This is an optimization exercise on Yosys and OpenROAD, whose aim is a short achievable clock period and few clock cycles per item, not a production implementation. Where RTL was checked, it was by simulation tests only, not by an equivalence proof against the original. Only the layout flow was run in run 1; the RTL was not checked for function there. Power figures rest on the tool's default switching activity, not on a simulated workload.

File: flow/design.v
module bitshift_option_deriver (
    input  wire [7:0] od_in,
    output wire [7:0] opt0,
    output wire [7:0] opt1,
    output wire [7:0] opt2,
    output wire [7:0] opt3
);
    assign opt0 = od_in | {od_in[6:0], 1'b0};
    assign opt1 = od_in & {od_in[6:0], 1'b0};
    assign opt2 = od_in | {1'b0, od_in[7:1]};
    assign opt3 = od_in & {1'b0, od_in[7:1]};
endmodule
module compression_encoder_fsm (
    input  wire       clk,
    input  wire       rst,
    input  wire       in_valid,
    output wire       in_ready,
    input  wire       in_end,
    input  wire [7:0] in_data,
    output wire       out_valid,
    input  wire       out_ready,
    output wire [7:0] out_data,
    output wire       enc_done,
    output wire       enc_collision
);
    localparam Q = 8;
    reg        nrdy;            
    wire       take = in_valid && !nrdy;
    wire [7:0] a_b  = in_end ? 8'h00 : in_data;
    reg        rst_q;
    reg        s0n;             
    assign in_ready = !(rst || nrdy);
    reg        h0d, h1d;
    reg  [7:0] h0, h1;
    wire [7:0] opt0, opt1, opt2, opt3;
    bitshift_option_deriver u_odr (
        .od_in(h1), .opt0(opt0), .opt1(opt1), .opt2(opt2), .opt3(opt3)
    );
    wire       m_r1 = h1d && h1 == a_b;
    wire       m_r2 = h0d && h0 == a_b;
    wire       m_o0 = h1d && opt0 == a_b;
    wire       m_o1 = h1d && opt1 == a_b;
    wire       m_o2 = h1d && opt2 == a_b;
    wire       m_o3 = h1d && opt3 == a_b;
    wire       f_lit = !(m_r1 || m_r2 || m_o0 || m_o1 || m_o2 || m_o3);
    wire       f_mod = !m_r1 && !m_r2 && (m_o0 || m_o1 || m_o2 || m_o3);
    wire [1:0] f_op  = m_r1 ? 2'b11 : m_r2 ? 2'b10 : f_lit ? 2'b00 : 2'b01;
    wire [1:0] f_sel = m_o0 ? 2'd0 : m_o1 ? 2'd1 : m_o2 ? 2'd2 : 2'd3;
    reg        b_v, b_end;
    reg        b_fl, b_fm;      
    reg  [1:0] b_op, b_sel;
    reg  [7:0] b_lit;
    reg  [3:0] kh;              
    reg  [7:0] cb;              
    reg  [2:0] lt;              
    reg  [7:0] l0, l1, l2;
    reg        coll;
    reg        ended;
    reg  [7:0] ctrl_f;
    always @(*) begin
        ctrl_f = cb;
        if (kh[0]) begin ctrl_f[7:6] = b_op; if (b_fm) ctrl_f[5:4] = b_sel; end
        if (kh[1]) begin ctrl_f[5:4] = b_op; if (b_fm) ctrl_f[3:2] = b_sel; end
        if (kh[2]) begin ctrl_f[3:2] = b_op; if (b_fm) ctrl_f[1:0] = b_sel; end
        if (kh[3]) ctrl_f[1:0] = b_op;
    end
    wire       kk1 = kh[0] && !b_fm;
    wire       kk2 = (kh[1] && !b_fm) || (kh[0] && b_fm);
    wire       kk3 = (kh[2] && !b_fm) || (kh[1] && b_fm);
    wire       x5  = kh[3] && b_fm;
    wire       kfull = kh[3] || (kh[2] && b_fm);           
    wire [7:0] fillm = kk1 ? 8'h3F : kk2 ? 8'h0F : kk3 ? 8'h03 : 8'h00;
    wire [7:0] ctrl1 = b_end ? (ctrl_f | fillm) : ctrl_f;
    wire [7:0] ctrl2 = {b_sel, 6'b111111};
    wire [3:0] nlt = b_fl ? {lt, 1'b1} : {1'b0, lt};
    wire [7:0] nl0 = (b_fl && !lt[0])          ? b_lit : l0;
    wire [7:0] nl1 = (b_fl && lt[0] && !lt[1]) ? b_lit : l1;
    wire [7:0] nl2 = (b_fl && lt[1] && !lt[2]) ? b_lit : l2;
    wire [7:0] nl3 = b_lit;
    wire       endk0 = b_end && kh[0];
    wire       flush = (b_v && kfull) || (b_end && !kh[0]);
    wire       push  = (b_v && kfull) || b_end;
    wire [7:0] t1 = x5 ? ctrl2 : 8'h01;    
    wire [4:0] m5 = {nlt, 1'b1};           
    reg  [7:0] e0, e1, e2, e3, e4, e5;
    reg  [5:0] em;
    always @(*) begin
        e0 = endk0 ? 8'h01 : ctrl1;
        e1 = nlt[0] ? nl0 : t1;
        e2 = nlt[1] ? nl1 : (nlt[0] ? t1 : 8'h01);
        e3 = nlt[2] ? nl2 : (nlt[1] ? t1 : 8'h01);
        e4 = nlt[3] ? nl3 : (nlt[2] ? t1 : 8'h01);
        e5 = nlt[3] ? t1 : 8'h01;
        if (endk0)       em = 6'b000001;
        else if (!b_end) em = {1'b0, m5};
        else if (x5)     em = {m5[3:0], 2'b11};
        else             em = {m5, 1'b1};
    end
    reg  [7:0] q0 [0:Q-1];
    reg  [7:0] q1 [0:Q-1];
    reg  [7:0] q2 [0:Q-1];
    reg  [7:0] q3 [0:Q-1];
    reg  [7:0] q4 [0:Q-1];
    reg  [7:0] q5 [0:Q-1];
    reg  [5:0] qm [0:Q-1];
    reg        ql [0:Q-1];
    reg  [2:0] wp, rp;
    reg  [3:0] qc;
    reg  [7:0] c0, c1, c2, c3, c4, c5;    
    reg  [5:0] cm;                        
    reg        cl;                        
    reg        s0v, s1v, s0l, s1l;
    reg  [7:0] s0d, s1d;
    reg        done;
    wire       mv   = s0v && out_ready;
    wire       ce   = !cm[0];
    wire       qe   = (qc == 4'd0);
    wire       avail = !ce || !qe || push;
    wire       rd    = avail && !s1v;
    reg  [7:0] g0, g1, g2, g3, g4, g5;
    reg  [5:0] gm;
    reg        gl;
    always @(*) begin
        if (!ce) begin
            g0 = c0; g1 = c1; g2 = c2; g3 = c3; g4 = c4; g5 = c5;
            gm = cm; gl = cl;
        end else if (!qe) begin
            g0 = q0[rp]; g1 = q1[rp]; g2 = q2[rp]; g3 = q3[rp]; g4 = q4[rp]; g5 = q5[rp];
            gm = qm[rp]; gl = ql[rp];
        end else begin
            g0 = e0; g1 = e1; g2 = e2; g3 = e3; g4 = e4; g5 = e5;
            gm = em; gl = b_end;
        end
    end
    wire       glast = gl && !gm[1];
    wire       qpop  = ce && !qe;            
    wire       qpush = push && !(ce && qe);  
    assign out_valid     = !(rst || s0n);
    assign out_data      = s0d;
    assign enc_done      = done;
    assign enc_collision = coll;
    always @(posedge clk) begin
        b_lit <= a_b;
        b_op  <= f_op;
        b_sel <= f_sel;
        b_fl  <= f_lit;
        b_fm  <= f_mod;
        if (take && !in_end) begin
            h0 <= h1;
            h1 <= in_data;
        end
        if (b_v && b_fl) begin
            if (!lt[0])          l0 <= b_lit;
            if (lt[0] && !lt[1]) l1 <= b_lit;
            if (lt[1] && !lt[2]) l2 <= b_lit;
        end
        if (b_v) cb <= kfull ? (x5 ? {b_sel, 6'b0} : 8'h00) : ctrl_f;
        if (qpush) begin
            q0[wp] <= e0; q1[wp] <= e1; q2[wp] <= e2;
            q3[wp] <= e3; q4[wp] <= e4; q5[wp] <= e5;
            qm[wp] <= em; ql[wp] <= b_end;
        end
        if (rd) begin
            c0 <= g1; c1 <= g2; c2 <= g3; c3 <= g4; c4 <= g5;
        end else if (ce) begin
            c0 <= g0; c1 <= g1; c2 <= g2; c3 <= g3; c4 <= g4; c5 <= g5;
        end
        cl <= gl;
        if (!s0v || mv) begin
            s0d <= s1v ? s1d : g0;
            s0l <= s1v ? s1l : glast;
        end
        if (rd) begin
            s1d <= g0;
            s1l <= glast;
        end
        rst_q <= rst;
        if (rst_q) begin
            nrdy  <= 1'b0;
            h0d   <= 1'b0;
            h1d   <= 1'b0;
            b_v   <= 1'b0;
            b_end <= 1'b0;
            kh    <= 4'b0001;
            lt    <= 3'b000;
            coll  <= 1'b0;
            ended <= 1'b0;
            wp    <= 3'd0;
            rp    <= 3'd0;
            qc    <= 4'd0;
            cm    <= 6'd0;
            s0v   <= 1'b0;
            s0n   <= 1'b1;
            s1v   <= 1'b0;
            done  <= 1'b0;
        end else begin
            if (take && !in_end) begin
                h0d <= h1d;
                h1d <= 1'b1;
            end
            b_v   <= take && !in_end;
            b_end <= take && in_end;
            if (take && in_end) ended <= 1'b1;
            nrdy  <= ended || (take && in_end) || (qc > 4'd4);
            if (b_v) begin
                kh <= b_fm ? {kh[1:0], kh[3:2]} : {kh[2:0], kh[3]};
                lt <= kfull ? 3'b000 : nlt[2:0];
            end
            if (flush && ctrl1 == 8'h01) coll <= 1'b1;
            if (qpush) wp <= wp + 3'd1;
            if (qpop)  rp <= rp + 3'd1;
            qc <= qc + {3'd0, qpush} - {3'd0, qpop};
            if (rd)               cm <= {1'b0, gm[5:1]};
            else if (ce && avail) cm <= gm;
            if (!s0v || mv) begin
                s0v <= s1v || rd;
                s0n <= !(s1v || rd);
                s1v <= 1'b0;
            end else if (rd) begin
                s1v <= 1'b1;
            end
            if (mv && s0l) done <= 1'b1;
        end
        if (rst) begin
            nrdy <= 1'b1;
            s0v  <= 1'b0;
            s0n  <= 1'b1;
            done <= 1'b0;
        end
    end
endmodule
module compression_decoder_fsm (
    input  wire       clk,
    input  wire       rst,
    input  wire       in_valid,
    output wire       in_ready,
    input  wire       in_eof,
    input  wire [7:0] in_data,
    output wire       out_valid,
    input  wire       out_ready,
    output wire [7:0] out_data,
    output wire       dec_done,
    output wire [2:0] dec_status
);
    localparam ST_NONE      = 3'd0;
    localparam ST_SENTINEL  = 3'd1;
    localparam ST_EOF_CTRL  = 3'd2;
    localparam ST_EOF_LIT   = 3'd3;
    localparam ST_EOF_SEL   = 3'd4;
    localparam ST_UNDEF_REF = 3'd5;
    localparam OP_LIT  = 2'b00;
    localparam OP_MODP = 2'b01;
    localparam OP_REP2 = 2'b10;
    localparam OP_REP1 = 2'b11;
    reg        nrdy;
    reg        stopped;
    reg  [2:0] status;
    reg  [3:0] lm;          
    reg        udp;         
    reg        sp;          
    reg        first;       
    reg        rst_q;
    reg        s0n;             
    assign in_ready = !(rst || nrdy);
    wire take = in_valid && !nrdy;
    wire [1:0] s0 = in_data[7:6], s1 = in_data[5:4], s2 = in_data[3:2], s3 = in_data[1:0];
    wire       o0 = !sp;
    wire       o1 = !(o0 && s0 == OP_MODP);
    wire       o2 = !(o1 && s1 == OP_MODP);
    wire       o3 = !(o2 && s2 == OP_MODP);
    wire       g0 = o0 && s0 == OP_LIT;
    wire       g1 = o1 && s1 == OP_LIT;
    wire       g2 = o2 && s2 == OP_LIT;
    wire       g3 = o3 && s3 == OP_LIT;
    wire       p_sp   = o3 && s3 == OP_MODP;
    wire       ud0    = first && s0 != OP_LIT;                   
    wire       ud1    = first && s0 == OP_LIT && s1 == OP_REP2;  
    wire [3:0] p_lm   = ud1 ? 4'b1000 : {g0, g1, g2, g3};
    wire       q0 = o0, q1 = o1, q2 = o2, q3 = o3 && s3 != OP_MODP;
    wire       a1 = sp || q0 || q1, a2 = (sp && q0) || (sp && q1) || (q0 && q1), a3 = sp && q0 && q1;
    wire       b1 = q2 || q3, b2 = q2 && q3;
    wire [3:0] p_nf = {(a3 && b1) || (a2 && b2),
                       a3 || (a2 && b1) || (a1 && b2),
                       a2 || (a1 && b1) || b2,
                       a1 || b1};
    wire [3:0] p_m  = ud0 ? 4'b0000 : ud1 ? 4'b0001 : p_nf;
    wire       is_ctl = (lm == 4'd0);
    wire [3:0] lm_dec = lm & (lm - 4'd1);    
    wire       is_snt = (in_data == 8'h01);
    reg        t_v, t_sp;
    reg  [7:0] t_c;
    reg [15:0] t_f;
    wire [2:0] t_n = {t_m[3], t_m[1] && !t_m[3], (t_m[0] && !t_m[1]) || (t_m[2] && !t_m[3])};
    reg  [2:0] t_nx;
    always @(*) begin : fields
        reg         skip;
        reg   [1:0] op;
        integer     i;
        t_f = 16'd0; t_nx = 3'd0; skip = t_sp;
        if (t_sp) begin
            t_f[15:12] = {OP_MODP, t_c[7:6]};
            t_nx = 3'd1;
        end
        for (i = 0; i < 4; i = i + 1) begin
            op = t_c[7-2*i -: 2];
            if (skip) skip = 1'b0;
            else if (op == OP_MODP) begin
                if (i != 3) begin
                    t_f[15-4*t_nx -: 4] = {op, t_c[5-2*i -: 2]};
                    t_nx = t_nx + 3'd1;
                    skip = 1'b1;
                end
            end else begin
                t_f[15-4*t_nx -: 4] = {op, 2'b00};
                t_nx = t_nx + 3'd1;
            end
        end
    end
    localparam DT = 8;
    localparam DF = DT + 12;
    reg  [3:0] fq [0:DF-1];
    reg  [4:0] fc;
    reg        fne;         
    reg  [7:0] lq [0:DF-1];
    reg  [4:0] lc;
    reg        lne;         
    reg  [3:0] t_m;         
    reg  [7:0] p0, p1;
    reg        s0v, s1v;
    reg  [7:0] s0d, s1d;
    reg        done;
    wire [7:0] opt0, opt1, opt2, opt3;
    bitshift_option_deriver u_odr (
        .od_in(p1), .opt0(opt0), .opt1(opt1), .opt2(opt2), .opt3(opt3)
    );
    wire [3:0] hf    = fq[0];
    wire [1:0] h_op  = hf[3:2];
    wire [1:0] h_sel = hf[1:0];
    wire       h_lit = (h_op == OP_LIT);
    wire [7:0] hl    = lq[0];
    wire       ex    = fne && (!h_lit || lne) && !s1v;
    reg  [7:0] xb;
    always @(*) begin
        case (h_op)
            OP_LIT:  xb = hl;
            OP_REP2: xb = p0;
            OP_REP1: xb = p1;
            default: case (h_sel)
                2'd0:    xb = opt0;
                2'd1:    xb = opt1;
                2'd2:    xb = opt2;
                default: xb = opt3;
            endcase
        endcase
    end
    wire       mv    = s0v && out_ready;
    wire       lpop  = ex && h_lit;
    wire [4:0] fsum  = fc + {2'b00, t_n & {3{t_v}}};
    wire [4:0] fc_n  = ex ? fsum - 5'd1 : fsum;
    wire       fne_n = ex ? (fsum > 5'd1) : (fsum != 5'd0);
    assign out_valid  = !(rst || s0n);
    assign out_data   = s0d;
    assign dec_done   = done;
    assign dec_status = status;
    reg        stop_n;
    reg  [2:0] st_n;
    always @(*) begin
        stop_n = 1'b0;
        st_n   = ST_NONE;
        if (take) begin
            if (is_ctl) begin
                if (in_eof)        begin stop_n = 1'b1; st_n = sp ? ST_EOF_SEL : ST_EOF_CTRL; end
                else if (is_snt)   begin stop_n = 1'b1; st_n = ST_SENTINEL; end
                else if (ud0)      begin stop_n = 1'b1; st_n = ST_UNDEF_REF; end
            end else begin
                if (in_eof)        begin stop_n = 1'b1; st_n = ST_EOF_LIT; end
                else if (udp)      begin stop_n = 1'b1; st_n = ST_UNDEF_REF; end
            end
        end
    end
    wire       tok_ctl = take && is_ctl && !in_eof && !is_snt;
    wire       tok_lit = take && !is_ctl && !in_eof;
    wire [3:0] lm_n    = tok_ctl ? p_lm : (tok_lit ? lm_dec : lm);
    wire       ctl_n   = tok_ctl ? !(g0 || g1 || g2 || g3) : (tok_lit ? (lm_dec == 4'd0) : is_ctl);
    wire [4:0] lc_p    = lpop ? lc - 5'd1 : lc;
    wire [4:0] lc_n    = tok_lit ? lc_p + 5'd1 : lc_p;
    wire       lne_n   = tok_lit || (lpop ? (lc > 5'd1) : (lc != 5'd0));
    reg  [3:0] fq_d [0:DF-1];
    always @(*) begin : fqd
        integer jj, ii;
        reg hit;
        for (jj = 0; jj < DF; jj = jj + 1) begin
            fq_d[jj] = (ex && jj < DF - 1) ? fq[jj+1] : fq[jj];
            hit = 1'b0;
            for (ii = 0; ii < 4; ii = ii + 1) begin
                if (!hit && t_m[ii] && (ex ? (fc == jj + 1 - ii) : (fc == jj - ii))) begin
                    fq_d[jj] = t_f[15-4*ii -: 4];
                    hit = 1'b1;
                end
            end
        end
    end
    integer j;
    always @(posedge clk) begin
        t_c     <= in_data;
        t_sp    <= sp;
        t_m     <= p_m & {4{tok_ctl}};
        for (j = 0; j < DF; j = j + 1) begin
            fq[j] <= fq_d[j];
            if (lpop ? (lc == j + 1) : (lc == j))
                lq[j] <= in_data;
            else if (lpop && j < DF - 1)
                lq[j] <= lq[j+1];
        end
        if (ex) begin
            p0 <= p1;
            p1 <= xb;
        end
        if (!s0v || mv)
            s0d <= s1v ? s1d : xb;
        if (ex)
            s1d <= xb;
        rst_q <= rst;
        if (rst_q) begin
            nrdy    <= 1'b0;
            stopped <= 1'b0;
            status  <= ST_NONE;
            lm      <= 4'd0;
            udp     <= 1'b0;
            sp      <= 1'b0;
            first   <= 1'b1;
            t_v     <= 1'b0;
            fc      <= 5'd0;
            fne     <= 1'b0;
            lc      <= 5'd0;
            lne     <= 1'b0;
            s0v     <= 1'b0;
            s0n     <= 1'b1;
            s1v     <= 1'b0;
            done    <= 1'b0;
        end else begin
            t_v <= tok_ctl;
            if (tok_ctl) begin
                udp   <= ud1;
                sp    <= p_sp;
                first <= 1'b0;
            end
            lm <= lm_n;
            if (stop_n) begin
                stopped <= 1'b1;
                status  <= st_n;
            end
            nrdy <= stopped || stop_n || (ctl_n && fc > DT);
            fc  <= fc_n;
            fne <= fne_n;
            lc  <= lc_n;
            lne <= lne_n;
            if (!s0v || mv) begin
                s0v <= s1v || ex;
                s0n <= !(s1v || ex);
                s1v <= 1'b0;
            end else if (ex) begin
                s1v <= 1'b1;
            end
            if (stopped && !t_v && (!fne || (h_lit && !lne)) && !s1v && (!s0v || mv))
                done <= 1'b1;
        end
        if (rst) begin
            nrdy <= 1'b1;
            s0v  <= 1'b0;
            s0n  <= 1'b1;
            done <= 1'b0;
        end
    end
endmodule
module bitpack_codec (
    input  wire       clk,
    input  wire       rst,
    input  wire       enc_in_valid,
    output wire       enc_in_ready,
    input  wire       enc_in_end,
    input  wire [7:0] enc_in_data,
    output wire       enc_out_valid,
    input  wire       enc_out_ready,
    output wire [7:0] enc_out_data,
    output wire       enc_done,
    output wire       enc_collision,
    input  wire       dec_in_valid,
    output wire       dec_in_ready,
    input  wire       dec_in_eof,
    input  wire [7:0] dec_in_data,
    output wire       dec_out_valid,
    input  wire       dec_out_ready,
    output wire [7:0] dec_out_data,
    output wire       dec_done,
    output wire [2:0] dec_status
);
    compression_encoder_fsm u_enc (
        .clk(clk), .rst(rst),
        .in_valid(enc_in_valid), .in_ready(enc_in_ready),
        .in_end(enc_in_end), .in_data(enc_in_data),
        .out_valid(enc_out_valid), .out_ready(enc_out_ready),
        .out_data(enc_out_data),
        .enc_done(enc_done), .enc_collision(enc_collision)
    );
    compression_decoder_fsm u_dec (
        .clk(clk), .rst(rst),
        .in_valid(dec_in_valid), .in_ready(dec_in_ready),
        .in_eof(dec_in_eof), .in_data(dec_in_data),
        .out_valid(dec_out_valid), .out_ready(dec_out_ready),
        .out_data(dec_out_data),
        .dec_done(dec_done), .dec_status(dec_status)
    );
endmodule
File: flow/run.sh
#!/bin/bash
# synth_recipe.tcl (not shown) runs the flow's synth.tcl, then flattens the netlist and writes it again
# the make line also repeats each setting of config.mk as NAME=value (left out here)
make -C /OpenROAD-flow-scripts/flow DESIGN_CONFIG=/design/flow/config.mk WORK_HOME=/design/flow/orfs CLKGATE_MAP_FILE= SYNTH_SCRIPT=/design/flow/synth_recipe.tcl finish
File: flow/config.mk
export PLATFORM = sky130hd
export DESIGN_NAME = bitpack_codec
export DESIGN_NICKNAME = bitpack_codec
export VERILOG_FILES = /design/flow/design.v
export SDC_FILE = /design/flow/constraint.sdc
export NUM_CORES = 4
export LEC_CHECK = 0
export CAP_MARGIN = 20
export CORE_MARGIN = 2
export CORE_UTILIZATION = 40
export SETUP_SLACK_MARGIN = 3.4
export SLEW_MARGIN = 20
export TNS_END_PERCENT = 100
File: flow/constraint.sdc
create_clock -name core_clock -period 6.0 [get_ports {clk}]
set_input_delay 1.2000 -clock core_clock [delete_from_list [all_inputs] [get_ports {clk}]]
set_output_delay 1.2000 -clock core_clock [all_outputs]
set_load 0.01 [all_outputs]
==> results.rst, run 1 <==
.. list-table::
   :header-rows: 1

   * - Metric
     - Value
   * - Endpoint, Worst Hold
     - u_enc.cm[4]$_SDFFE_PP0P_
   * - Fraction of synthesis flops using an asynchronous set or reset pin
     - 0%
   * - Global-route congestion overflow total
     - 0
   * - Slew margin rel.
     - 26.7%
   * - Achievable Freq
     - 364 MHz
   * - CP Launch Type
     - primary input
   * - Starting density of the core
     - 40.1%
   * - Post-route setup TNS
     - 0 ps
   * - Reg2reg path depth
     - 5
   * - Boundary pin count
     - 50
   * - Floorplan die height
     - 320 um
   * - Number of vias per cell after detailed routing
     - 6.12
   * - Worst Clk Skew
     - between 40 and 50 ps
   * - Cell chosen for the clock root
     - clkbuf_16
   * - Number of cells on the worst hold path
     - 2
   * - Actual slew at the worst max-slew pin
     - between 1000 and 1500 ps
   * - Via count of the first global-routing pass
     - 26400
   * - Endpoint kind of the worst setup timing path
     - output pin
   * - Critical path class
     - primary input to output pin
   * - Final Hold Viols
     - 0
   * - Detailed-router iteration count before antenna repair
     - 7
   * - Area Growth Syn to Fin
     - 18.7%
   * - Placed wire-length estimate
     - 64200 um
   * - Count of cell types in the netlist
     - 96
   * - DRC marker count from the first detailed-route iteration
     - a little over 3000
   * - Post-layout minimum cycle time
     - around 2700 ps
   * - CP Max Fanout
     - 5
   * - Via count
     - about 27000
   * - Clock-pin transition on the worst setup and hold timing paths
     - 60 ps
   * - Cell count after placement
     - 4080
   * - Worst VDD drop
     - about 0.22 mV
   * - Synthesized flop and latch total
     - 865
   * - Count of maximum capacitance violations
     - 0
   * - Post-synthesis instance area
     - 40000 um2
   * - Capture point of the worst reg-to-reg path
     - u_dec.fq[12][3]$_DFFE_PP_
   * - Share of the cycle needed by the critical path after routing
     - 45.8%
   * - Slack of the worst reg-to-reg path
     - 3280 ps
   * - Placer's final routability congestion estimate
     - 0.912
   * - Layout Nets
     - just over 3000
   * - Number of design rule violations left after detail routing
     - 0
   * - Synth Instances
     - approximately 2900
   * - All-layer global routing usage
     - 21.2%
   * - CTS sink cnt
     - about 870
   * - Leak pwr
     - roughly 0.016 uW
   * - Hold WC Path Type
     - register to register
   * - Data required time at the worst endpoint
     - roughly 4800 ps
   * - Startpoint of the lowest-slack register-to-register path
     - u_dec.t_sp$_DFF_P_
   * - Power density over the cells
     - 401 nW/um2
   * - Maximum number of buffers from clock root to sink
     - 3
   * - Non-filler cells, final
     - 4360
   * - Total CTS buffers
     - 93
   * - Count of buffers inserted at the top-level ports
     - 49
   * - Die area
     - 103000 um2
   * - Result of the run
     - finished clean
   * - Max Slew Vio Count
     - 0
   * - Number of enable flip-flop cells after synthesis
     - 770
   * - First-pass GRT wire length
     - 165000 um
   * - Number of rows in the core area
     - 116
   * - Routed Antenna Nets
     - 0
   * - Pin count of the biggest net entering global routing
     - 50
   * - Share of synthesized area occupied by flip-flops and latches
     - 62.5%
   * - Average detailed-routed wire length per instance
     - 25.9 um
   * - Core footprint
     - approximately 100000 um2
   * - Clock tree from TritonCTS
     - built
   * - Syn. warnings
     - 5
   * - Hold path startpoint
     - u_enc.cm[4]$_SDFFE_PP0P_
   * - Setup repair after global routing missed its margin
     - true
   * - Die width
     - 320 um
   * - Data arrival time of the worst path
     - 1550 ps
   * - Final Hold Slack
     - about 450 ps
   * - Mean instance size in the synthesized netlist
     - between 10 and 15 um2
   * - Nets in the synthesized netlist
     - 2922
   * - Most frequently used flop master after synthesis
     - edfxtp_1
   * - DRT Wirelength
     - 113000 um
   * - H-tree level count
     - 3
   * - Share of final-layout standard cells stronger than drive strength 1
     - 27.3%
   * - Number of antenna violations at the first check in global routing
     - 1
   * - Clock latency on the worst-skew pair
     - 700 ps
   * - Final setup violation count
     - 0
==> repair_timing <==
item                                     CTS  global route
endpoints found under the hold margin      0             0
cloned                                     9             7
setup buffers                             46            47
endpoints found under the setup margin  1120           448
resized for setup                        257           129
hold buffers                               0             0
pin swaps                                 24            29
==> flip-flops by register name (all words and copies together) (netlist names), 24 cells and up, named ones only <==
register  count
u_enc.q2     64
u_enc.qm     40
u_enc.q1     64
u_dec.fq     80
u_enc.q0     64
u_enc.q5     24
u_dec.lq    160
u_enc.q3     64
u_enc.q4     64
==> per-stage QoR <==
stage	instance area (um2)	setup WS [ps]	total power, uW	utilization (%)
CTS	46500	3230	18700	46.6
floorplan	40300	2850	10900	-
detailed placement	42000	1920	12300	42.1
finish	47500	3250	19100	47.7
global placement	42000	1970	12200	42.1
global route	47500	3240	19800	47.7
==> cell type report <==
class | count | area [um2]
antenna | 2 | 5.00
clock buffer | 122 | 2560
clock inverter | 47 | 581
fill | 8411 | 52200
inverter | 47 | 193
multi-input combinational | 1770 | 15000
sequential | 865 | 25100
tap | 1298 | 1620
timing repair buffer | 208 | 2490
timing repair inverter | 1 | 7.51
==> power by group <==
part	total, uW	internal [uW]	switching [uW]	leakage, uW
Clock	5880	3420	2460	0.00152
Sequential	7850	7400	454	0.00804
Combinational	5340	2350	2980	0.00632
Total	19100	13200	5900	0.0159
==> logic make-up after synthesis <==
kind of cell / Yosys count / synth area share, %
xor+xnor: 41 / 0.897
simple gates: 728 / 9.33
fa+ha+maj: 26 / 0.825
buf+inv: 244 / 2.46
compound gates: 576 / 10.3
mux: 396 / 13.7
flops: 865 / 62.5
==> worst max path at each step <==
| stage | start | endpoint | depth (start not counted) |
|---|---|---|---|
| 2_1_floorplan | u_enc.kh[2]$_SDFFE_PP0P_ | u_enc.q0[1][0]$_DFFE_PP_ | 5 |
| 3_3_place_gp | rst | dec_out_valid | 3 |
| 3_5_place_dp | enc_in_end | u_enc.b_fl$_DFF_P_ | 8 |
| 4_1_cts | rst | enc_out_valid | 3 |
| 5_1_grt | rst | enc_out_valid | 3 |
| 6_report | rst | enc_out_valid | 3 |
==> worst max-delay path: stages <==
cell and delay (ps):
buf_12 130, nor2_4 100, buf_6 110
==> layout by cell type (no fill, tap or decap), types with 20 or more instances in the layout <==
master     instances
inv_1             44
a22oi_1           30
o21ai_0           66
dfxtp_1           73
xnor2_1           26
a21oi_1           63
nand3_1           47
nand2_1          203
buf_4             85
o22ai_1           77
edfxtp_1         770
a31oi_1           30
nor2_1           184
nor3_1            32
nor3_4            20
o21a_1            21
buf_12            35
mux4_2           100
nand2b_1          28
mux2_2           193
a21o_1            21
nor2b_1           37
buf_6             24
clkbuf_16        100
a222oi_1          21
o21ai_1           25
mux2i_1           81
o32ai_1           20
==> Yosys cell counts, types with 23 or more instances <==
| cell type | number | area share [%] |
|---|---|---|
| nand3_1 | 51 | 0.64 |
| dfxtp_1 | 95 | 4.8 |
| edfxtp_1 | 770 | 58 |
| clkbuf_1 | 133 | 1.2 |
| a31oi_1 | 32 | 0.50 |
| inv_1 | 46 | 0.43 |
| nor2_1 | 194 | 1.8 |
| o32ai_1 | 23 | 0.50 |
| nand2_1 | 216 | 2.0 |
| a21o_1 | 24 | 0.45 |
| buf_2 | 36 | 0.45 |
| and2_1 | 23 | 0.36 |
| nor2b_1 | 42 | 0.66 |
| nor3_1 | 45 | 0.56 |
| mux4_2 | 100 | 5.6 |
| xnor2_1 | 27 | 0.59 |
| buf_1 | 24 | 0.23 |
| a22oi_1 | 32 | 0.60 |
| nand2b_1 | 29 | 0.45 |
| mux2i_1 | 85 | 2.1 |
| mux2_2 | 208 | 5.9 |
| o22ai_1 | 80 | 1.3 |
| o21ai_0 | 97 | 1.2 |
| a21oi_1 | 68 | 0.85 |
==> per-layer routing <==
metal  global-route usage, %  wire [um]  up-vias
met5                       0          0        -
met4                    6.79       2990        0
met1                    29.2      47000    13600
li1                        -          -    11600
met3                    4.13       9980      236
met2                    34.1      53100     1302
==> run 2, diff against run 1 <==
--- a/flow/design.v
+++ b/flow/design.v
@@ -175,16 +175,27 @@
             s1l <= glast;
         end
         rst_q <= rst;
-        if (rst_q) begin
+        if (rst) begin
             nrdy  <= 1'b0;
             h0d   <= 1'b0;
             h1d   <= 1'b0;
             b_v   <= 1'b0;
             b_end <= 1'b0;
+            ended <= 1'b0;
+        end else begin
+            if (take && !in_end) begin
+                h0d <= h1d;
+                h1d <= 1'b1;
+            end
+            b_v   <= take && !in_end;
+            b_end <= take && in_end;
+            if (take && in_end) ended <= 1'b1;
+            nrdy  <= ended || (take && in_end) || (qc > 4'd4 && !rst_q);
+        end
+        if (rst_q) begin
             kh    <= 4'b0001;
             lt    <= 3'b000;
             coll  <= 1'b0;
-            ended <= 1'b0;
             wp    <= 3'd0;
             rp    <= 3'd0;
             qc    <= 4'd0;
@@ -194,14 +205,6 @@
             s1v   <= 1'b0;
             done  <= 1'b0;
         end else begin
-            if (take && !in_end) begin
-                h0d <= h1d;
-                h1d <= 1'b1;
-            end
-            b_v   <= take && !in_end;
-            b_end <= take && in_end;
-            if (take && in_end) ended <= 1'b1;
-            nrdy  <= ended || (take && in_end) || (qc > 4'd4);
             if (b_v) begin
                 kh <= b_fm ? {kh[1:0], kh[3:2]} : {kh[2:0], kh[3]};
                 lt <= kfull ? 3'b000 : nlt[2:0];
@@ -222,7 +225,6 @@
             if (mv && s0l) done <= 1'b1;
         end
         if (rst) begin
-            nrdy <= 1'b1;
             s0v  <= 1'b0;
             s0n  <= 1'b1;
             done <= 1'b0;
@@ -421,7 +423,7 @@
         if (ex)
             s1d <= xb;
         rst_q <= rst;
-        if (rst_q) begin
+        if (rst) begin
             nrdy    <= 1'b0;
             stopped <= 1'b0;
             status  <= ST_NONE;
@@ -430,14 +432,6 @@
             sp      <= 1'b0;
             first   <= 1'b1;
             t_v     <= 1'b0;
-            fc      <= 5'd0;
-            fne     <= 1'b0;
-            lc      <= 5'd0;
-            lne     <= 1'b0;
-            s0v     <= 1'b0;
-            s0n     <= 1'b1;
-            s1v     <= 1'b0;
-            done    <= 1'b0;
         end else begin
             t_v <= tok_ctl;
             if (tok_ctl) begin
@@ -450,7 +444,18 @@
                 stopped <= 1'b1;
                 status  <= st_n;
             end
-            nrdy <= stopped || stop_n || (ctl_n && fc > DT);
+            nrdy <= stopped || stop_n || (ctl_n && fc > DT && !rst_q);
+        end
+        if (rst_q) begin
+            fc      <= 5'd0;
+            fne     <= 1'b0;
+            lc      <= 5'd0;
+            lne     <= 1'b0;
+            s0v     <= 1'b0;
+            s0n     <= 1'b1;
+            s1v     <= 1'b0;
+            done    <= 1'b0;
+        end else begin
             fc  <= fc_n;
             fne <= fne_n;
             lc  <= lc_n;
@@ -466,7 +471,6 @@
                 done <= 1'b1;
         end
         if (rst) begin
-            nrdy <= 1'b1;
             s0v  <= 1'b0;
             s0n  <= 1'b1;
             done <= 1'b0;
--- a/flow/config.mk
+++ b/flow/config.mk
@@ -8,6 +8,6 @@
 export CAP_MARGIN = 20
 export CORE_MARGIN = 2
 export CORE_UTILIZATION = 40
-export SETUP_SLACK_MARGIN = 3.4
+export SETUP_SLACK_MARGIN = 3.6
 export SLEW_MARGIN = 20
 export TNS_END_PERCENT = 100
==> run 2 against run 1 <==
Effect of this change:
- global-route usage up 0.54 points
- critical path depth unchanged
- sequential share of layout area down 3.2 points
- power up 8.0%
- clock skew down 16 ps
- fmax up 0.56%
- first-iteration DRC count up 8.4%
- flip-flop and latch count unchanged
- combinational power up 31%
- clock power down 3%
- critical endpoint is now enc_in_ready
==> results.rst, run 2 <==
.. list-table::
   :header-rows: 1

   * - Metric
     - Value
   * - Clock-pin transition on the worst setup and hold timing paths
     - 60 ps (about the same)
   * - Share of final-layout standard cells stronger than drive strength 1
     - 38.7% (+11 points)
   * - Average detailed-routed wire length per instance
     - 26.5 um (+2.2%)
   * - Synth Instances
     - 2868 (-0.28%)
   * - Ranking of synthesized cells by instance count
     - 770 x edfxtp_1, 216 x mux2_2, 202 x nor2_1, 172 x nand2_1, 141 x clkbuf_1
   * - Post-synthesis instance area
     - 39900 um2 (-0.35%)
   * - Via count of the first global-routing pass
     - 27000 (+2.4%)
   * - Floorplan die height
     - 320 um (-0.17%)
   * - Power density over the cells
     - 407 nW/um2 (+1.4%)
   * - Maximum number of buffers from clock root to sink
     - 3 (unchanged)
   * - Dominant combinational cell family by area after synthesis
     - multiplexers
   * - CP Max Fanout
     - 7 (+2)
   * - Post-place instance area
     - 41700 um2 (-0.54%)
   * - Number of design rule violations left after detail routing
     - 0 (unchanged)
   * - Number of enable flip-flop cells after synthesis
     - 770 (unchanged)
   * - Mean instance size in the synthesized netlist
     - 13.9 um2 (about the same)
   * - Post-layout minimum cycle time
     - 2730 ps (-15.3 ps)
   * - Clock latency on the worst-skew pair
     - 670 ps (-30 ps)
   * - Clock tree from TritonCTS
     - built
   * - DRT Wirelength
     - 119000 um (+5.3%)
   * - Crit path setup slack, layout
     - 3270 ps (+15.3 ps)
   * - Number of cells on the worst hold path
     - 0 (-2)
   * - Max Slew Vio Count
     - 0 (unchanged)
   * - Starting density of the core
     - 40.5% (+0.33 points)
   * - Count of cell types in the netlist
     - 91 (-5.2%)
   * - Count of buffers inserted at the top-level ports
     - 49 (unchanged)
   * - Reg2reg path depth
     - 9 (+4)
   * - Largest registers ranked by flip-flop count
     - u_dec.lq x160, u_dec.fq x80
   * - Die area
     - 102000 um2 (-0.35%)
   * - Post-place setup slack
     - 1830 ps (-83.7 ps)
   * - CTS sink cnt
     - 865 (unchanged)
   * - Post-synthesis share of cell area spent on full adders, half adders and majority gates
     - 0.828% (+0.0029 points)
   * - Area fraction in and, or, nand and nor cells after synthesis
     - 8.97% (-0.36 points)
   * - Post-route setup TNS
     - 0 ps (unchanged)
   * - Leak pwr
     - 0.0169 uW (+6.5%)
   * - Top area cells in the synthesized netlist
     - edfxtp_1 58%, mux2_2 6.1%, mux4_2 5.6%
   * - Achievable Freq
     - 366 MHz (+0.56%)
   * - Leading cell types in the layout, fill and taps excluded
     - 770 x edfxtp_1, 176 x buf_4, 175 x nor2_1, 169 x mux2_2, 136 x nand2_1
   * - Global-route congestion overflow total
     - 0 (unchanged)
   * - Most frequently used flop master after synthesis
     - edfxtp_1
   * - GR peak layer
     - met2
   * - Die width
     - 320 um (-0.17%)
   * - Actual slew at the worst max-slew pin
     - 1050 ps (-20.6 ps)
   * - Final setup violation count
     - 0 (unchanged)
   * - Detailed-router iteration count before antenna repair
     - 9 (+2)
   * - Count of maximum capacitance violations
     - 0 (unchanged)
   * - Core footprint
     - 98600 um2 (-1.2%)
   * - Met3 demand-to-capacity share in global routing
     - 3.92% (-0.21 points)
   * - Fraction of synthesis flops using an asynchronous set or reset pin
     - 0% (unchanged)
   * - Final Hold Viols
     - 0 (unchanged)
   * - Post-synthesis compound-gate area fraction
     - 10.7% (+0.44 points)
   * - Slew margin rel.
     - 29.9% (+3.2 points)
   * - Utilization after layout
     - 51.4% (+3.7 points)
   * - Data arrival time of the worst path
     - 1530 ps (-20 ps)
   * - First-pass GRT wire length
     - 170000 um (+2.9%)
   * - Pin count of the biggest net entering global routing
     - 59 (+18%)
   * - Endpoint kind of the worst setup timing path
     - output pin
   * - Flip-flop count of the largest register, all copies and words added
     - 160 (unchanged)
   * - Via count
     - 27900 (+4.4%)
   * - Met2 usage in global routing
     - 34.7% (+0.63 points)
   * - Most frequent cell after synthesis
     - edfxtp_1
   * - Setup repair after global routing missed its margin
     - true
   * - Multiplexer area fraction after synthesis
     - 13.4% (-0.32 points)
   * - Placed wire-length estimate
     - 66000 um (+2.8%)
   * - Most common library cell in the layout ignoring fill and taps
     - edfxtp_1
   * - Layout Nets
     - 3175 (+4.7%)
   * - Result of the run
     - finished clean
   * - Number of rows in the core area
     - 115 (-0.86%)
   * - Global-route track usage on met1
     - 29.8% (+0.63 points)
   * - DRC marker count from the first detailed-route iteration
     - 3372 (+8.4%)
   * - CP Launch Type
     - primary input
   * - Cell chosen for the clock root
     - clkbuf_16
   * - Syn. warnings
     - 5 (unchanged)
   * - Hold_buf cts
     - 0 (unchanged)
   * - Share of the cycle needed by the critical path after routing
     - 45.6% (-0.26 points)
   * - Routed Antenna Nets
     - 0 (unchanged)
   * - Worst Clk Skew
     - 28.5 ps (-15.6 ps)
   * - Total CTS buffers
     - 91 (-2.2%)
   * - Post-synthesis share of cell area spent on xor and xnor gates
     - 0.769% (-0.13 points)
   * - Number of antenna violations at the first check in global routing
     - 4 (+3)
   * - Final Hold Slack
     - 453 ps (+6.01 ps)
   * - Area Growth Syn to Fin
     - 26.9%
   * - Register with the most flip-flops
     - u_dec.lq
   * - Cell taking the most area after synthesis
     - edfxtp_1
   * - Boundary pin count
     - 50 (unchanged)
   * - Design area
     - 50600 um2 (+6.5%)
   * - Nets in the synthesized netlist
     - 2914 (-0.27%)
   * - Worst VDD drop
     - 0.307 mV (+40%)
   * - Critical path class
     - primary input to output pin
   * - All-layer global routing usage
     - 21.8% (+0.54 points)
   * - Placer's final routability congestion estimate
     - 0.924 (+1.3%)
   * - Number of vias per cell after detailed routing
     - 6.20 (+1.4%)
   * - Fraction of synthesized cell area taken by the top area cell type
     - 58.0% (+0.20 points)
   * - Hold WC Path Type
     - register to register
   * - Data required time at the worst endpoint
     - 4800 ps (about the same)
   * - Share of synthesized area occupied by flip-flops and latches
     - 62.7% (+0.22 points)
   * - H-tree level count
     - 3 (unchanged)
   * - Synthesized flop and latch total
     - 865 (unchanged)
[run 2: cell count changes after synthesis, sizes merged, moves of 10 or more]
cell and delta:
nand2 -45, o221ai +30, a21oi +27, o21ai -21, mux2i -19, o22ai +18, nand2b +16, o21a -15
a22oi -14, a211oi +13, a221o +12, nand3 +11, nor3 -10
[run 2: layout make-up]
class	instances	area [um2]
fill	8036	47900
sequential	865	25100
multi-input combinational	1753	16700
timing repair buffer	361	3960
clock buffer	115	2460
tap	1287	1610
clock inverter	53	541
inverter	57	248
antenna	1	2.50
[run 2: power breakdown]
part | switching (uW) | internal, uW | total [uW]
Sequential | 437 | 7470 | 7910
Combinational | 3850 | 3130 | 6980
Clock | 2400 | 3310 | 5700
Total | 6690 | 13900 | 20600
[run 2: logic make-up after synthesis]
group,Yosys count
buffers and inverters,258
muxes,383
adders and majority gates,26
xor gates and xnor gates,35
AOI/OAI and AO/OA,599
and+or+nand+nor,702
DFF,865
[run 2: per-stage QoR]
stage               std cells  power [uW]
global placement         4053       12500
floorplan                2868       11100
finish                   4492       20600
CTS                      4361       19500
global route             4491       21300
detailed placement       4055       12600
[run 2: layer usage]
metal | vias to the layer above | share of wire (%)
met4 | 6 | 4.1
met5 | - | 0.034
met2 | 1494 | 46
met1 | 14000 | 41
li1 | 11900 | -
met3 | 406 | 8.3
[run 2: final timing paths]
path | startpoint | end | slack (ps)
setup / recovery | rst | enc_in_ready | 3270
hold / removal | u_dec.sp$_SDFFE_PP0P_ | u_dec.t_sp$_DFF_P_ | 450
setup reg to reg | u_dec.fq[0][3]$_DFFE_PP_ | u_dec.fq[3][3]$_DFFE_PP_ | 3350
hold reg to reg | u_dec.sp$_SDFFE_PP0P_ | u_dec.t_sp$_DFF_P_ | 450
[run 2: worst max-delay path: stages]
cell	delay [ps]
buf_16	120
nor2_4	100
buf_6	110
[run 2: repair_timing]
item / 4_1_cts / 5_1_grt
pin swaps: 72 / 171
gates resized for setup: 516 / 399
setup buffers: 124 / 117
endpoints found under the setup margin: 1158 / 512
gates cloned: 14 / 13
Testbench counts of run 2, summed over its fixed seeds: cycles 55,811, items 54,748.
==> run 3, diff against run 2 <==
--- a/flow/config.mk
+++ b/flow/config.mk
@@ -8,6 +8,6 @@
 export CAP_MARGIN = 20
 export CORE_MARGIN = 2
 export CORE_UTILIZATION = 40
-export SETUP_SLACK_MARGIN = 3.6
+export SETUP_SLACK_MARGIN = 3.4
 export SLEW_MARGIN = 20
 export TNS_END_PERCENT = 100
==> run 3 against run 2 <==
Effect of this change:
- critical endpoint unchanged
- cell area is 7.9% lower
- clock-buffer cell count is 1 higher
- synthesized cell count stayed put
- cell count is 4.1% lower
- combinational power is 24% lower
- flip-flop and latch count stayed put
- still clean on timing, DRC and antenna
- fmax is 0.43% higher
- area after synthesis stayed put
- die area stayed put
==> results.rst, run 3 <==
.. list-table::
   :header-rows: 1

   * - Metric
     - Value
   * - Result of the run
     - finished clean
   * - Hold WC Path Type
     - register to register
   * - Share of final-layout standard cells stronger than drive strength 1
     - 26.8% (-12 points)
   * - Syn. warnings
     - 5 (unchanged)
   * - Die area
     - 102000 um2 (unchanged)
   * - Most frequently used flop master after synthesis
     - edfxtp_1
   * - Post-place setup slack
     - 1970 ps (+139 ps)
   * - Reg2reg path depth
     - 7 (-2)
   * - Final setup violation count
     - 0 (unchanged)
   * - Top area cells in the synthesized netlist
     - edfxtp_1 58%, mux2_2 6.1%, mux4_2 5.6%
   * - Maximum number of buffers from clock root to sink
     - 3 (unchanged)
   * - Most frequent cell after synthesis
     - edfxtp_1
   * - Final Hold Viols
     - 0 (unchanged)
   * - Number of enable flip-flop cells after synthesis
     - 770 (unchanged)
   * - Detailed-router iteration count before antenna repair
     - 8 (-1)
   * - Number of vias per cell after detailed routing
     - 6.11 (-1.6%)
   * - Cell chosen for the clock root
     - clkbuf_16
   * - Clock tree from TritonCTS
     - built
   * - Met2 usage in global routing
     - 34.1% (-0.55 points)
   * - Placed wire-length estimate
     - 65100 um (-1.4%)
   * - CTS sink cnt
     - 865 (unchanged)
   * - Synthesized flop and latch total
     - 865 (unchanged)
   * - Nets in the synthesized netlist
     - 2914 (unchanged)
   * - Global-route track usage on met1
     - 28.6% (-1.2 points)
   * - Slew margin rel.
     - 30.4% (+0.57 points)
   * - Critical path startpoint
     - rst
   * - Global-route congestion overflow total
     - 0 (unchanged)
   * - All-layer global routing usage
     - 21.1% (-0.71 points)
   * - GR peak layer
     - met2
   * - Worst Clk Skew
     - 33.8 ps (+5.29 ps)
   * - DRC marker count from the first detailed-route iteration
     - 3428 (+1.7%)
   * - Post-layout minimum cycle time
     - 2720 ps (-11.8 ps)
   * - Cell taking the most area after synthesis
     - edfxtp_1
   * - Synth Instances
     - 2868 (unchanged)
   * - Largest registers ranked by flip-flop count
     - u_dec.lq x160, u_dec.fq x80
   * - Count of buffers inserted at the top-level ports
     - 49 (unchanged)
   * - First-pass GRT wire length
     - 165000 um (-3.0%)
   * - Ranking of synthesized cells by instance count
     - 770 x edfxtp_1, 216 x mux2_2, 202 x nor2_1, 172 x nand2_1, 141 x clkbuf_1
   * - Number of cells on the worst hold path
     - 0 (unchanged)
   * - Core footprint
     - 98600 um2 (unchanged)
   * - Crit path setup slack, layout
     - 3280 ps (+11.8 ps)
   * - Power density over the cells
     - 403 nW/um2 (-0.87%)
   * - Post-synthesis instance area
     - 39900 um2 (unchanged)
   * - Share of the cycle needed by the critical path after routing
     - 45.4% (-0.20 points)
   * - Most common library cell in the layout ignoring fill and taps
     - edfxtp_1
   * - Starting density of the core
     - 40.5% (unchanged)
   * - Routed Antenna Nets
     - 0 (unchanged)
   * - H-tree level count
     - 3 (unchanged)
   * - DRT Wirelength
     - 110000 um (-7.5%)
   * - Fraction of synthesis flops using an asynchronous set or reset pin
     - 0% (unchanged)
   * - Leak pwr
     - 0.0152 uW (-10%)
   * - Data arrival time of the worst path
     - 1520 ps (about the same)
   * - Max Slew Vio Count
     - 0 (unchanged)
   * - Number of design rule violations left after detail routing
     - 0 (unchanged)
   * - Hold path startpoint
     - u_dec.sp$_SDFFE_PP0P_
   * - Critical path class
     - primary input to output pin
   * - Count of maximum capacitance violations
     - 0 (unchanged)
   * - Via count of the first global-routing pass
     - 26200 (-3.1%)
   * - Floorplan die height
     - 320 um (unchanged)
   * - Post-route setup TNS
     - 0 ps (unchanged)
   * - Layout Nets
     - 2989 (-5.9%)
   * - Boundary pin count
     - 50 (unchanged)
   * - Pin count of the biggest net entering global routing
     - 61 (+3.4%)
   * - Post-place instance area
     - 41700 um2 (about the same)
   * - Worst VDD drop
     - 0.223 mV (-27%)
   * - CP Max Fanout
     - 7 (unchanged)
   * - Area Growth Syn to Fin
     - 16.9%
   * - Met3 demand-to-capacity share in global routing
     - 3.93% (+0.013 points)
   * - Data required time at the worst endpoint
     - 4800 ps (about the same)
   * - Share of synthesized area occupied by flip-flops and latches
     - 62.7% (unchanged)
   * - Number of rows in the core area
     - 115 (unchanged)
   * - Via count
     - 26300 (-5.6%)
   * - Startpoint of the lowest-slack register-to-register path
     - u_dec.s1v$_SDFFE_PP0P_
   * - Achievable Freq
     - 367 MHz (+0.43%)
   * - Worst-path cell chain
     - buf_12 > nor2_4 > buf_6
   * - Clock latency on the worst-skew pair
     - 670 ps (about the same)
   * - Slowest cell on crit path
     - buf_12
   * - Capture point of the worst reg-to-reg path
     - u_dec.fq[4][2]$_DFFE_PP_
   * - Placer's final routability congestion estimate
     - 0.961 (+4.0%)
   * - Slack of the worst reg-to-reg path
     - 3380 ps (+30 ps)
   * - Clock-pin transition on the worst setup and hold timing paths
     - 60 ps (about the same)
   * - Hold_buf cts
     - 0 (unchanged)
   * - Setup repair after global routing missed its margin
     - true
   * - Die width
     - 320 um (unchanged)
   * - Endpoint kind of the worst setup timing path
     - output pin
   * - Average detailed-routed wire length per instance
     - 25.6 um (-3.5%)
   * - Design area
     - 46600 um2 (-7.9%)
   * - Fraction of synthesized cell area taken by the top area cell type
     - 58.0% (unchanged)
   * - Actual slew at the worst max-slew pin
     - 1040 ps (-5.79 ps)
   * - Register with the most flip-flops
     - u_dec.lq
   * - Leading cell types in the layout, fill and taps excluded
     - 770 x edfxtp_1, 215 x mux2_2, 188 x nor2_1, 160 x nand2_1, 99 x mux4_2
   * - Count of cell types in the netlist
     - 91 (unchanged)
   * - Slowest stage delay, CP
     - 120 ps (about the same)
   * - Number of antenna violations at the first check in global routing
     - 5 (+1)
   * - CP Launch Type
     - primary input
   * - Flip-flop count of the largest register, all copies and words added
     - 160 (unchanged)
   * - Total CTS buffers
     - 91 (unchanged)
   * - Endpoint, Worst Hold
     - u_dec.t_sp$_DFF_P_
   * - Mean instance size in the synthesized netlist
     - 13.9 um2 (unchanged)
-- run 3: changes by cell type in the layout (fill, tap and decap cells not counted), sizes merged, moves of 6 or more --
cell / before / now
clkbuf: 128 / 119
dlygate4sd2: 1 / 18
clkinv: 31 / 37
clkdlybuf4s15: 2 / 11
buf: 336 / 135
-- run 3: area by class of cell --
cell class,instances,area [um2]
multi-input cells,1751,14800
inverters,57,243
clock buffers,116,2520
clock inverters,53,490
diodes,1,2.50
flip-flops and latches,865,25100
fillers,8512,51900
well taps,1287,1610
repair buffers,177,1910
-- run 3: timing repair --
item	4_1_cts	5_1_grt
pin swaps	35	16
gates cloned	11	0
setup endpoints to repair	1015	307
resized for setup	257	84
setup buffers	60	18
-- run 3: cells by family after synthesis --
family                   share of synthesized area (%)
AO/OA/AOI/OAI                                     10.7
adder cells (fa/ha/maj)                          0.828
flip-flops                                        62.7
XOR/XNOR                                         0.769
AND/OR/NAND/NOR                                   8.97
buffers and inverters                             2.59
multiplexers                                      13.4
-- run 3: per-layer routing --
layer	share of wire (%)	vias to the layer above
met4	3.4	2
li1	-	11500
met3	7.2	266
met2	47	1195
met5	0.011	-
met1	42	13300
-- run 3: stage by stage --
step | utilization [%] | cells | total power [uW] | hold slack (ps)
floorplan | - | 2868 | 11100 | 377
global placement | 42.3 | 4047 | 12500 | 429
detailed placement | 42.3 | 4048 | 12600 | 434
CTS | 46.9 | 4288 | 18700 | 438
global route | 47.3 | 4306 | 19500 | 460
finish | 47.3 | 4307 | 18800 | 459
-- run 3: worst max-delay path by stage --
stage	to	slack, ps	cells after the start
after floorplan	u_enc.q0[0][0]$_DFFE_PP_	2700	7
after global placement	u_dec.nrdy$_SDFF_PP0_	2100	7
after detailed placement	u_dec.nrdy$_SDFF_PP0_	1970	7
after CTS	enc_in_ready	3230	3
after global routing	enc_in_ready	3260	3
final	enc_in_ready	3280	3
-- run 3: power breakdown --
part	internal, uW	switching, uW
combinational	2150	3130
clock	3240	2390
sequential	7470	423
-- run 3: critical path: cells and delay by family --
family	cells	cell delay, ps
buf+inv	2	230
simple gates	1	90
==> run 4, diff against run 3 <==
--- a/flow/design.v
+++ b/flow/design.v
@@ -335,12 +335,15 @@
     bitshift_option_deriver u_odr (
         .od_in(p1), .opt0(opt0), .opt1(opt1), .opt2(opt2), .opt3(opt3)
     );
-    wire [3:0] hf    = fq[0];
+    reg  [3:0] t_h;         
+    wire [3:0] hf    = fne ? fq[0] : t_h;
+    wire       hv    = fne || (t_v && t_m[0]);
     wire [1:0] h_op  = hf[3:2];
     wire [1:0] h_sel = hf[1:0];
     wire       h_lit = (h_op == OP_LIT);
     wire [7:0] hl    = lq[0];
-    wire       ex    = fne && (!h_lit || lne) && !s1v;
+    wire       ex    = hv && (!h_lit || lne) && !s1v;
+    wire       fpq   = hv && h_lit && !lne && !s1v;
     reg  [7:0] xb;
     always @(*) begin
         case (h_op)
@@ -358,8 +361,8 @@
     wire       mv    = s0v && out_ready;
     wire       lpop  = ex && h_lit;
     wire [4:0] fsum  = fc + {2'b00, t_n & {3{t_v}}};
-    wire [4:0] fc_n  = ex ? fsum - 5'd1 : fsum;
-    wire       fne_n = ex ? (fsum > 5'd1) : (fsum != 5'd0);
+    wire [4:0] fc_n  = exf ? fsum - 5'd1 : fsum;
+    wire       fne_n = exf ? (fsum > 5'd1) : (fsum != 5'd0);
     assign out_valid  = !(rst || s0n);
     assign out_data   = s0d;
     assign dec_done   = done;
@@ -384,18 +387,21 @@
     wire       tok_lit = take && !is_ctl && !in_eof;
     wire [3:0] lm_n    = tok_ctl ? p_lm : (tok_lit ? lm_dec : lm);
     wire       ctl_n   = tok_ctl ? !(g0 || g1 || g2 || g3) : (tok_lit ? (lm_dec == 4'd0) : is_ctl);
+    wire       fp      = fpq && tok_lit && (!s0v || mv);
+    wire       exf     = ex || fp;
+    wire       lpush   = tok_lit && !fp;
     wire [4:0] lc_p    = lpop ? lc - 5'd1 : lc;
-    wire [4:0] lc_n    = tok_lit ? lc_p + 5'd1 : lc_p;
-    wire       lne_n   = tok_lit || (lpop ? (lc > 5'd1) : (lc != 5'd0));
+    wire [4:0] lc_n    = lpush ? lc_p + 5'd1 : lc_p;
+    wire       lne_n   = lpush || (lpop ? (lc > 5'd1) : (lc != 5'd0));
     reg  [3:0] fq_d [0:DF-1];
     always @(*) begin : fqd
         integer jj, ii;
         reg hit;
         for (jj = 0; jj < DF; jj = jj + 1) begin
-            fq_d[jj] = (ex && jj < DF - 1) ? fq[jj+1] : fq[jj];
+            fq_d[jj] = (exf && jj < DF - 1) ? fq[jj+1] : fq[jj];
             hit = 1'b0;
             for (ii = 0; ii < 4; ii = ii + 1) begin
-                if (!hit && t_m[ii] && (ex ? (fc == jj + 1 - ii) : (fc == jj - ii))) begin
+                if (!hit && t_m[ii] && (exf ? (fc == jj + 1 - ii) : (fc == jj - ii))) begin
                     fq_d[jj] = t_f[15-4*ii -: 4];
                     hit = 1'b1;
                 end
@@ -407,6 +413,7 @@
         t_c     <= in_data;
         t_sp    <= sp;
         t_m     <= p_m & {4{tok_ctl}};
+        t_h     <= sp ? {OP_MODP, s0} : {s0, (s0 == OP_MODP) ? s1 : 2'b00};
         for (j = 0; j < DF; j = j + 1) begin
             fq[j] <= fq_d[j];
             if (lpop ? (lc == j + 1) : (lc == j))
@@ -414,12 +421,12 @@
             else if (lpop && j < DF - 1)
                 lq[j] <= lq[j+1];
         end
-        if (ex) begin
+        if (exf) begin
             p0 <= p1;
-            p1 <= xb;
+            p1 <= fp ? in_data : xb;
         end
         if (!s0v || mv)
-            s0d <= s1v ? s1d : xb;
+            s0d <= s1v ? s1d : (fp ? in_data : xb);
         if (ex)
             s1d <= xb;
         rst_q <= rst;
@@ -461,8 +468,8 @@
             lc  <= lc_n;
             lne <= lne_n;
             if (!s0v || mv) begin
-                s0v <= s1v || ex;
-                s0n <= !(s1v || ex);
+                s0v <= s1v || exf;
+                s0n <= !(s1v || exf);
                 s1v <= 1'b0;
             end else if (ex) begin
                 s1v <= 1'b1;
==> run 4 against run 3 <==
Effect of this change:
- highest routed layer unchanged
- core utilization increased by 3.6 points
- clock power about the same
- via count increased by 4.7%
- cell count increased by 4.7%
- cell area increased by 7.9%
- fmax decreased by 9.5%
==> results.rst, run 4 <==
.. list-table::
   :header-rows: 1

   * - Metric
     - Value
   * - Result of the run
     - finished clean
   * - CTS sink cnt
     - 877 (+1.4%)
   * - Data arrival time of the worst path
     - 3400 ps (+1880 ps)
   * - Area Growth Syn to Fin
     - 25.9%
   * - Hold WC Path Type
     - register to register
   * - Fraction of synthesis flops using an asynchronous set or reset pin
     - 0% (unchanged)
   * - Slack of the worst reg-to-reg path
     - 3040 ps (-340 ps)
   * - Share of final-layout standard cells stronger than drive strength 1
     - 35.5% (+8.7 points)
   * - Starting density of the core
     - 40.4% (about the same)
   * - Ranking of synthesized cells by instance count
     - 778 x edfxtp_1, 228 x nor2_1, 205 x mux2_2, 185 x nand2_1, 142 x clkbuf_1
   * - Count of buffers inserted at the top-level ports
     - 49 (unchanged)
   * - Most common library cell in the layout ignoring fill and taps
     - edfxtp_1
   * - Via count
     - 27500 (+4.7%)
   * - Number of vias per cell after detailed routing
     - 6.11 (about the same)
   * - Maximum number of buffers from clock root to sink
     - 3 (unchanged)
   * - All-layer global routing usage
     - 21.6% (+0.51 points)
   * - Placer's final routability congestion estimate
     - 0.889 (-7.4%)
   * - First-pass GRT wire length
     - 169000 um (+2.7%)
   * - Clock latency on the worst-skew pair
     - 680 ps (about the same)
   * - DRC marker count from the first detailed-route iteration
     - 3271 (-4.6%)
   * - Crit path setup slack, layout
     - 2990 ps (-286 ps)
   * - Worst Clk Skew
     - 26.0 ps (-7.81 ps)
   * - Placed wire-length estimate
     - 63700 um (-2.1%)
   * - Detailed-router iteration count before antenna repair
     - 7 (-1)
   * - Synthesized flop and latch total
     - 877 (+1.4%)
   * - Data required time at the worst endpoint
     - 6390 ps (+1590 ps)
   * - Cell chosen for the clock root
     - clkbuf_16
   * - Setup repair after global routing missed its margin
     - true
   * - Achievable Freq
     - 332 MHz (-9.5%)
   * - Share of the cycle needed by the critical path after routing
     - 50.1% (+4.8 points)
   * - Total CTS buffers
     - 94 (+3.3%)
   * - Fraction of synthesized cell area taken by the top area cell type
     - 58.5% (+0.54 points)
   * - Worst VDD drop
     - 0.271 mV (+21%)
   * - Clock tree from TritonCTS
     - built
   * - Nets in the synthesized netlist
     - 2940 (+0.89%)
   * - CP Launch Type
     - primary input
   * - Mean instance size in the synthesized netlist
     - 13.8 um2 (-0.79%)
   * - Synth Instances
     - 2894 (+0.91%)
   * - Final Hold Viols
     - 0 (unchanged)
   * - Average detailed-routed wire length per instance
     - 25.8 um (+0.88%)
   * - Largest registers ranked by flip-flop count
     - u_dec.lq x160, u_dec.fq x80
   * - Power density over the cells
     - 417 nW/um2 (+3.4%)
   * - Pin count of the biggest net entering global routing
     - 61 (unchanged)
   * - Slew margin rel.
     - 14.5% (-16 points)
   * - Share of synthesized area occupied by flip-flops and latches
     - 63.5% (+0.74 points)
   * - Top area cells in the synthesized netlist
     - edfxtp_1 59%, mux2_2 5.8%, mux4_2 5.5%
   * - DRT Wirelength
     - 116000 um (+5.6%)
   * - Number of rows in the core area
     - 115 (unchanged)
   * - Clock-pin transition on the worst setup and hold timing paths
     - 60 ps (about the same)
   * - Core footprint
     - 98700 um2 (+0.15%)
   * - Routed Antenna Nets
     - 0 (unchanged)
   * - Count of maximum capacitance violations
     - 0 (unchanged)
   * - Register with the most flip-flops
     - u_dec.lq
   * - H-tree level count
     - 3 (unchanged)
   * - Floorplan die height
     - 320 um (about the same)
   * - Count of cell types in the netlist
     - 90 (-1.1%)
   * - Actual slew at the worst max-slew pin
     - 1280 ps (+240 ps)
   * - Number of antenna violations at the first check in global routing
     - 5 (unchanged)
   * - Die width
     - 320 um (about the same)
   * - Hold_buf cts
     - 0 (unchanged)
   * - CP Max Fanout
     - 6 (-1)
   * - Layout Nets
     - 3187 (+6.6%)
   * - Cell taking the most area after synthesis
     - edfxtp_1
   * - Via count of the first global-routing pass
     - 27600 (+5.1%)
   * - Number of design rule violations left after detail routing
     - 0 (unchanged)
   * - Most frequently used flop master after synthesis
     - edfxtp_1
   * - Global-route congestion overflow total
     - 0 (unchanged)
   * - Leading cell types in the layout, fill and taps excluded
     - 778 x edfxtp_1, 196 x nor2_1, 159 x buf_4, 155 x nand2_1, 130 x mux2_2
   * - Number of enable flip-flop cells after synthesis
     - 778 (+1.0%)
   * - Max Slew Vio Count
     - 0 (unchanged)
   * - Post-synthesis instance area
     - 39900 um2 (+0.11%)
   * - Die area
     - 102000 um2 (+0.11%)
   * - Flip-flop count of the largest register, all copies and words added
     - 160 (unchanged)
   * - Leak pwr
     - 0.0172 uW (+13%)
   * - Critical path class
     - primary input to register
   * - Endpoint kind of the worst setup timing path
     - register
   * - Boundary pin count
     - 50 (unchanged)
   * - Post-place setup slack
     - 1170 ps (-804 ps)
   * - Post-route setup TNS
     - 0 ps (unchanged)
   * - Most frequent cell after synthesis
     - edfxtp_1
   * - Final setup violation count
     - 0 (unchanged)
   * - Syn. warnings
     - 5 (unchanged)
   * - Post-layout minimum cycle time
     - 3010 ps (+286 ps)
[run 4: cell count changes after synthesis, moves of 22 or more]
| cell | delta |
|---|---|
| a221oi_1 | +22 |
| o21ai_0 | +49 |
| o22ai_1 | -38 |
| o221ai_1 | -29 |
| a21oi_1 | +39 |
| nor2_1 | +26 |
[run 4: where the power goes]
| group | leakage [uW] | internal [uW] | total (uW) | switching, uW |
|---|---|---|---|---|
| sequential | 0.00826 | 7890 | 8420 | 534 |
| combinational | 0.00747 | 3050 | 6920 | 3870 |
| clock | 0.00147 | 3250 | 5630 | 2380 |
[run 4: stage by stage]
step | std cells | power [uW] | hold WS, ps | cell area [um2] | utilization (%)
CTS | 4424 | 20300 | 459 | 48400 | 49.0
global placement | 4083 | 13300 | 432 | 42000 | 42.5
finish | 4508 | 21000 | 455 | 50300 | 50.9
detailed placement | 4083 | 13400 | 444 | 42000 | 42.5
global route | 4508 | 21800 | 488 | 50300 | 50.9
floorplan | 2894 | 11900 | 415 | 40300 | -
[run 4: worst paths after layout]
check                                start                         to  cells past startpoint
hold / removal    u_enc.ended$_SDFFE_PP0P_   u_enc.ended$_SDFFE_PP0P_                      1
setup / recovery              dec_in_valid  u_dec.fq[16][3]$_DFFE_PP_                     11
setup reg to reg  u_dec.fq[0][2]$_DFFE_PP_  u_dec.fq[16][2]$_DFFE_PP_                     13
hold reg to reg   u_enc.ended$_SDFFE_PP0P_   u_enc.ended$_SDFFE_PP0P_                      1
[run 4: cell families after synthesis]
family          synth area share (%)
flops                           63.5
simple gates                    9.06
compound gates                  10.0
mux                             13.4
buf+inv                         2.36
xor+xnor                       0.921
fa+ha+maj                      0.752
[run 4: timing repair]
| action | in CTS | in global routing |
|---|---|---|
| gates resized for setup | 513 | 293 |
| endpoints found under the setup margin | 1288 | 507 |
| gates cloned | 17 | 7 |
| buffers inserted | 150 | 74 |
| pin swaps | 152 | 114 |
[run 4: metal layers]
metal	vias to the layer above	global-route usage, %	wire, um	part of all wire (%)
met1	13900	28.4	46900	40
li1	11900	-	-	-
met3	353	3.93	8960	7.7
met4	4	9.21	4460	3.8
met5	-	0	25	0.021
met2	1380	35.1	56100	48
[run 4: cell type report]
class | instances | area (um2)
multi-input cells | 1791 | 16400
clock inverters | 48 | 364
well taps | 1287 | 1610
repair buffers | 335 | 3680
fillers | 8115 | 48400
diodes | 2 | 5.00
clock buffers | 126 | 2630
inverters | 41 | 180
flip-flops and latches | 877 | 25400
repair inverters | 1 | 8.76
[run 4: worst max-delay path: stages]
cell and delay, ps:
buf_2 90, or3b_4 420, nor2_4 210, a211oi_4 90, buf_4 160, buf_12 140, nor2_4 170, buf_8 180
a32oi_4 140, a222oi_1 440, o22ai_1 140
Testbench counts of run 4, summed over its fixed seeds: cycles 55,685, items 54,748.

-- what the ideal ports hide --
No port has a modelled driver above. Below, the same layouts with a new extraction and two added sets of constraints.
Step 1 assumes that a clkbuf_16 drives the clock port and a buf_2 every other input.
Step 2, shift: input delay + t, output delay - t, t = (earliest + latest rising clock arrival at the registers) / 2. This alone moves slack from input paths to output paths.
Slacks: ideal ports / drivers / drivers and shift; pairs: ideal ports / drivers.
| run | t (ns) | setup slack, ns | latest minus earliest clock arrival (ns) | slew at the worst register clock pin (ns) | worst slew at a driven data input, ns |
|---|---|---|---|---|---|
| run 1 | 0.745 | 3.251 / 3.205 / 2.797 | 0.045 / 0.044 | 0.07 / 0.07 | 0.16 |
| run 2 | 0.726 | 3.266 / 3.175 / 2.924 | 0.030 / 0.029 | 0.07 / 0.07 | 0.14 |
| run 3 | 0.726 | 3.278 / 3.231 / 2.691 | 0.036 / 0.037 | 0.07 / 0.07 | 0.16 |
| run 4 | 0.724 | 2.992 / 3.020 / 2.296 | 0.039 / 0.039 | 0.07 / 0.07 | 0.12 |
After both steps every run listed still meets setup and hold. For run 4, which loses most, drivers alone change the setup slack by +0.028 ns; drivers and shift together by -0.696 ns.
